This is an optimization exercise on Yosys and OpenROAD, whose aim is small area, a short achievable clock period and few clock cycles per item, not a production implementation. RTL that was checked went through simulation tests only; none was proved equivalent to the original. Power is estimated from default activity; no workload was simulated.

==> flow/design.v (excerpt) <==
module dlink_rx #(
    parameter MAX_PAYLOAD = 4096,
    parameter DEF_W       = 8,
    parameter DEF_H       = 8,
    parameter DEF_FMT     = 0
) (
    input  wire        clk,
    input  wire        rst,
    input  wire        in_valid,
    input  wire [7:0]  in_data,
    output wire        in_ready,
    output reg         fb_we,
    output wire [15:0] fb_addr,
    output reg  [7:0]  fb_wdata,
    output reg  [7:0]  fb_wmask,
    output reg         err_valid,
    output reg  [2:0]  err_code,
    output reg         ntf_params,
    output reg         ntf_frame,
    output reg         ss_enabled,
    output reg  [15:0] ss_width,
    output reg  [15:0] ss_height,
    output reg  [2:0]  ss_fmt,
    output reg  [1:0]  ss_rot,
    output reg  [7:0]  ss_indev,
    output reg  [15:0] drop_count
);
Size in the first run: ~2700 cells after synthesis, about 410 flip-flops, roughly 110 I/O pins, roughly 0.023 mm² of cells after synthesis.
==> flow/config.mk <==
export PLATFORM = sky130hd
export DESIGN_NAME = dlink_rx
export DESIGN_NICKNAME = dlink_rx
export VERILOG_FILES = /design/flow/design.v
export SDC_FILE = /design/flow/constraint.sdc
export NUM_CORES = 4
export LEC_CHECK = 0
export CAP_MARGIN = 20
export CORE_MARGIN = 2
export CORE_UTILIZATION = 40
export SLEW_MARGIN = 20
==> flow/constraint.sdc <==
create_clock -name core_clock -period 12.0 [get_ports {clk}]
set_input_delay 2.4000 -clock core_clock [delete_from_list [all_inputs] [get_ports {clk}]]
set_output_delay 2.4000 -clock core_clock [all_outputs]
set_load 0.01 [all_outputs]
run.sh (not shown) runs the stock make flow with config.mk's settings and CLKGATE_MAP_FILE= SYNTH_SCRIPT=/design/flow/synth_recipe.tcl, a recipe that flattens the netlist after the stock synthesis.
Testbench counts at the start, summed over its fixed seeds: cycles 115,524, bytes 112,114.
Then changed:
--- a/flow/design.v
+++ b/flow/design.v
@@ -24,25 +24,24 @@
     output reg  [1:0]  ss_rot,
     output reg  [7:0]  ss_indev,
     output reg  [15:0] drop_count
 );
     localparam [2:0] E_LENGTH = 3'd2, E_WINDOW = 3'd3, E_FORMAT = 3'd4,
                      E_SHORT  = 3'd5, E_INIT   = 3'd6, E_POINT  = 3'd7;
     localparam integer S_SEEK = 0, S_HDR = 1, S_PAY = 2, S_EXEC = 3;
     localparam integer X_COL = 0, X_Y   = 1, X_YD  = 2, X_H   = 3, X_LR  = 4,
                        X_PW  = 5, X_INIT = 6, X_ROW = 7, X_CAP = 8, X_LRS = 9,
                        X_FIN = 10, X_CK  = 11;
     localparam [11:0] XN = 12'd0;
     reg        rdy;
-    reg        rst_r;          
     reg        vld;            
     reg [7:0]  byte_r;
     reg        spec;           
     reg        lbad, lzero;    
     reg [3:0]  st;
     reg        wrd;            
     reg        have_aa;
     reg [2:0]  hcnt;
     reg        rsc;            
     reg [1:0]  rj;
     reg [1:0]  dpend;          
     reg [7:0]  A [0:7];        
@@ -463,46 +462,38 @@
             win_ok <= 1'b0;
             rdy    <= 1'b1;
             if (c4 && !fin)
                 st <= 4'd1 << S_PAY;
             else begin
                 st        <= 4'd1 << S_SEEK;
                 err_valid <= 1'b1;
                 err_code  <= c5 ? E_POINT : E_WINDOW;
             end
         end
         if (take && n_spec)
             rdy <= 1'b0;
-        rst_r <= rst;
-        if (rst_r) begin
+        if (rst) begin
             st         <= 4'd1 << S_SEEK;
             wrd        <= 1'b0;
             rdy        <= 1'b1;
             vld        <= 1'b0;
             have_aa    <= 1'b0;
             hcnt       <= 3'd0;
             rsc        <= 1'b0;
             dpend      <= 2'd0;
             xs         <= XN;
             ss_enabled <= 1'b0;
             ss_width   <= DEF_W;
             ss_height  <= DEF_H;
             ss_fmt     <= DEF_FMT;
             pkd        <= 1'b0;
             bsel       <= 2'd2;
             ss_rot     <= 2'd0;
             ss_indev   <= 8'd0;
             drop_count <= 16'd0;
             fb_we      <= 1'b0;
             err_valid  <= 1'b0;
             ntf_params <= 1'b0;
             ntf_frame  <= 1'b0;
         end
-        if (rst) begin
-            rdy        <= 1'b0;
-            fb_we      <= 1'b0;
-            err_valid  <= 1'b0;
-            ntf_params <= 1'b0;
-            ntf_frame  <= 1'b0;
-        end
     end
 endmodule
The new run finished clean.
Power goes down by 4.5%.
Cell area is higher by 1.1%.
Worst setup slack is better by 27 ps.
Non-clock buffer count went up by 5.
Area after synthesis climbs by 1.7%.
Routed wire length increases by 2.1%.
Only the layout flow was run in the second run of this note; the RTL was not checked for function there.

==> what the ideal ports hide <==
How much do the figures lean on ideal ports? The routed layouts below were timed once more, with nothing changed but the port constraints.
Step 1 sets driving cells, clkbuf_16 on the clock port and buf_2 on the other inputs (assumed; they add their load-dependent delay and slew).
Step 2 times the ports against the registers' clock, not the clock port: input delays grow and output delays shrink by t, the midpoint of the rising clock arrivals with the driver on.
a / b / c = ideal / step 1 / step 2; a / b = the first two.
run	shift t [ns]	setup slack, ns	worst setup path after step 2	worst register clock-pin slew, ns
the first run	0.641	7.899 / 7.842 / 7.617	input to register	0.06 / 0.06
the second run	0.644	7.926 / 7.863 / 7.661	input to register	0.07 / 0.07
After both steps every run listed still meets setup and hold. For the first run, which loses most, drivers alone change the setup slack by -0.057 ns; drivers and shift together by -0.282 ns.
